From an optimization exercise on the open Yosys and OpenROAD flow, aimed at small area, a short achievable clock period and few clock cycles; shortcuts taken in it are not production practice. The RTL was checked by simulation tests, not by an equivalence proof against the original design.

// snake_field_unit
module snake_field_unit (
    input  wire         clk,
    input  wire         rst,
    input  wire         in_valid,
    output wire         in_ready,
    input  wire [3:0]   op,
    input  wire [232:0] a,
    input  wire [232:0] b,
    input  wire [7:0]   imm,
    output reg          out_valid,
    output wire [232:0] out_data,
    output reg          out_err,
    output reg          out_z
);
    localparam M  = 233;
    localparam D  = 40;                  
    localparam NC = (M + D - 1) / D;     
    localparam L  = NC * D;              
    localparam CW = 3;                   
    localparam H  = D / 2;               
    localparam G  = (H + 1) / 2;         
    localparam DX = 9 * G;               
    localparam [3:0] OP_ZERO   = 4'h1;
    localparam [3:0] OP_COPY   = 4'h2;
    localparam [3:0] OP_ISZERO = 4'h3;
    localparam [3:0] OP_ADD    = 4'h4;
    localparam [3:0] OP_MULX   = 4'h5;
    localparam [3:0] OP_MUL    = 4'h6;
    localparam [3:0] OP_SQR    = 4'h7;
    localparam [3:0] OP_ITPOW  = 4'h8;
    localparam [3:0] OP_INV    = 4'h9;
    localparam [1:0] S_IDLE = 2'd0;
    localparam [1:0] S_SQ   = 2'd1;
    localparam [1:0] S_MUL  = 2'd2;
    reg [1:0]    state;
    reg          idle;        
    reg          inv_mode;    
    reg          by_a0;       
    reg          sq_first;    
    reg [3:0]    step;        
    reg [7:0]    rem;         
    reg [3:0]    tap;         
    reg [CW-1:0] cnt;         
    reg [L-1:0]  a0;          
    reg [L-1:0]  beta;        
    reg [DX-1:0] dx;          
    reg [M-1:0]  sq;          
    reg [M-1:0]  acc;         
    assign in_ready = idle;
    assign out_data = acc;
    wire accept = in_valid && idle;
    reg [7:0] nxt_nsq;        
    always @* begin
        case (step)
            4'd0:    nxt_nsq = 8'd1;
            4'd1:    nxt_nsq = 8'd3;
            4'd2:    nxt_nsq = 8'd1;
            4'd3:    nxt_nsq = 8'd7;
            4'd4:    nxt_nsq = 8'd14;
            4'd5:    nxt_nsq = 8'd1;
            4'd6:    nxt_nsq = 8'd29;
            4'd7:    nxt_nsq = 8'd58;
  ...
Size: ~1100 flip-flops, about 720 I/O pins.
export LEC_CHECK = 0
export CAP_MARGIN = 35
export CELL_PAD_IN_SITES_DETAIL_PLACEMENT = 1
export CELL_PAD_IN_SITES_GLOBAL_PLACEMENT = 2
export CORE_MARGIN = 2
export CORE_UTILIZATION = 22
export PLACE_DENSITY = 0.5
export SETUP_SLACK_MARGIN = 1.5
export SLEW_MARGIN = 35
export TNS_END_PERCENT = 0
create_clock -name core_clock -period 5.0 [get_ports {clk}]
run.sh (not shown) runs the stock make flow with config.mk's settings and CLKGATE_MAP_FILE= SYNTH_SCRIPT=/design/flow/synth_recipe.tcl, a recipe that flattens the netlist after the stock synthesis.
Testbench counts at the start, summed over its fixed seeds: cycles 12,308.
Then changed:
CAP_MARGIN = 20   (was 35)
CORE_UTILIZATION = 25   (was 22)
MIN_ROUTING_LAYER = met2   (was unset)
PLACE_DENSITY = 0.45   (was 0.5)
SETUP_SLACK_MARGIN = 1.3   (was 1.5)
SLEW_MARGIN = 20   (was 35)
Result: The changed run aborted during global routing (5_1_grt); synthesized area does not change; synthesized cell count is unchanged.
Then changed:
CAP_MARGIN = 35   (was 20)
MIN_ROUTING_LAYER = unset   (was met2)
PLACE_DENSITY = unset   (was 0.45)
SLEW_MARGIN = 35   (was 20)
With this change the flow went through all stages and came out clean.
Synthesized area is unchanged.
Synthesized cell count does not change.

========
snake_field_unit, a different RTL version from the one above (not shown whole).
Size in the first run: roughly 20,000 cells after synthesis, ~720 I/O pins, about 160,000 sq um of cells after synthesis.
// snake_field_unit
module snake_field_unit (
    input  wire         clk,
    input  wire         rst,
    input  wire         in_valid,
    output wire         in_ready,
    input  wire [3:0]   op,
    input  wire [232:0] a,
    input  wire [232:0] b,
    input  wire [7:0]   imm,
    output reg          out_valid,
    output wire [232:0] out_data,
    output reg          out_err,
    output reg          out_z
);
clock: 5.0 ns
lec_check: 0
cap_margin: 35
cell_pad_in_sites_detail_placement: 1
cell_pad_in_sites_global_placement: 2
core_margin: 2
core_utilization: 22
place_density: 0.5
setup_slack_margin: 1.7
slew_margin: 35
tns_end_percent: 0
The starting point ran to the end with no violations.
Testbench counts at the start, summed over its fixed seeds: cycles 12,308.
Rerun with:
- CAP_MARGIN: 35 -> 20
- CORE_UTILIZATION: 22 -> 25
- PLACE_DENSITY: 0.5 -> unset
- SETUP_SLACK_MARGIN: 1.7 -> 1.3
- SLEW_MARGIN: 35 -> 20
Effect: This time the run finished with max-capacitance violations, max-slew violations left. Register-to-register slack degrades by 0.15 ns. Final area goes down by 1.8%. Fmax goes down by 3.5%. Area after synthesis is unchanged. Core utilization goes up by 3.5 points. Die area goes down by 12%. Routed wire length goes down by 0.53%. Final cell count goes down by 3.3%.
Rerun with:
- CAP_MARGIN: 20 -> 35
- CORE_UTILIZATION: 25 -> 22
- PLACE_DENSITY: unset -> 0.5
- SLEW_MARGIN: 20 -> 35
Result: The new run went through all stages and came out clean. Area after synthesis stays the same. Final cell count is higher by 2.9%.
Rerun with:
- CORE_UTILIZATION: 22 -> 25
- PLACE_DENSITY: 0.5 -> unset
What happened: Worst setup slack is worse by 0.10 ns. Via count rises by 2.3%. Design area stays flat. First-iteration DRC count rose by 12%.

========
## before
Starting RTL as in the previous note.
make LEC_CHECK=0 CAP_MARGIN=20 CELL_PAD_IN_SITES_DETAIL_PLACEMENT=1 CELL_PAD_IN_SITES_GLOBAL_PLACEMENT=2 CORE_MARGIN=2 CORE_UTILIZATION=25 GPL_TIMING_DRIVEN=0 SETUP_SLACK_MARGIN=1.3 SLEW_MARGIN=20 TNS_END_PERCENT=0 finish   # period 5.0 ns
before did not finish: a tool error stopped it during global routing (5_1_grt).
Testbench counts of before, summed over its fixed seeds: cycles 12,308.
Changes in after relative to before:
# before
export LEC_CHECK = 0
export CAP_MARGIN = 20
export CELL_PAD_IN_SITES_DETAIL_PLACEMENT = 1
export CELL_PAD_IN_SITES_GLOBAL_PLACEMENT = 2
export CORE_MARGIN = 2
export CORE_UTILIZATION = 25
export GPL_TIMING_DRIVEN = 0
export SETUP_SLACK_MARGIN = 1.3
export SLEW_MARGIN = 20
export TNS_END_PERCENT = 0
create_clock -name core_clock -period 5.0 [get_ports {clk}]
# after
export LEC_CHECK = 0
export CAP_MARGIN = 20
export CELL_PAD_IN_SITES_DETAIL_PLACEMENT = 1
export CELL_PAD_IN_SITES_GLOBAL_PLACEMENT = 2
export CORE_MARGIN = 2
export CORE_UTILIZATION = 25
export MIN_ROUTING_LAYER = met2
export PLACE_DENSITY = 0.45
export SETUP_SLACK_MARGIN = 1.3
export SLEW_MARGIN = 20
export TNS_END_PERCENT = 0
create_clock -name core_clock -period 5.0 [get_ports {clk}]
Notes after the runs:
Looking at placed standard-cell area, after sits above before. Going from before to after, count of buffers added by post-CTS timing repair for setup grew slightly. Flow for after halted at global routing (5_1_grt), error code GRT-0116. Relative to before, number of port buffers has increased by 4 in after. ~same area after synthesis in before and after. Number of gates resized after CTS (lower): after.

-- separate check: timing with driven ports --
Ports are ideal in the flow. The routed layouts listed here were re-timed in OpenROAD. Step 1 sets driving cells, clkbuf_16 on the clock port and buf_2 on the other inputs (assumed; they add their load-dependent delay and slew). Step 2 also shifts input and output timing later by t, the mid clock arrival at the registers, as if the neighbouring blocks saw the same clock. Slacks: ideal / step 1 / step 2; pairs: ideal / step 1.
| run | shift t [ns] | slack for setup (ns) | worst register clock-pin slew, ns | cell pins on the clock port's net |
|---|---|---|---|---|
| the first run of note 1 | 1.111 | 0.746 / 0.746 / 0.169 | 0.08 / 0.08 | 1 |
| the third run of note 1 | 1.117 | 0.712 / 0.634 / 0.239 | 0.07 / 0.07 | 1 |
| the first run of note 2 | 1.122 | 0.959 / 0.915 / 0.082 | 0.09 / 0.09 | 1 |
| the second run of note 2 | 1.083 | 0.813 / 0.699 / -0.122 | 0.10 / 0.10 | 1 |
| the third run of note 2 | 1.122 | 0.851 / 0.817 / 0.033 | 0.08 / 0.08 | 1 |
| the fourth run of note 2 | 1.091 | 0.749 / 0.749 / -0.076 | 0.10 / 0.10 | 1 |
The setup slack of the second run of note 2, which loses most, moves by -0.114 ns with the drivers and by -0.935 ns with both steps.
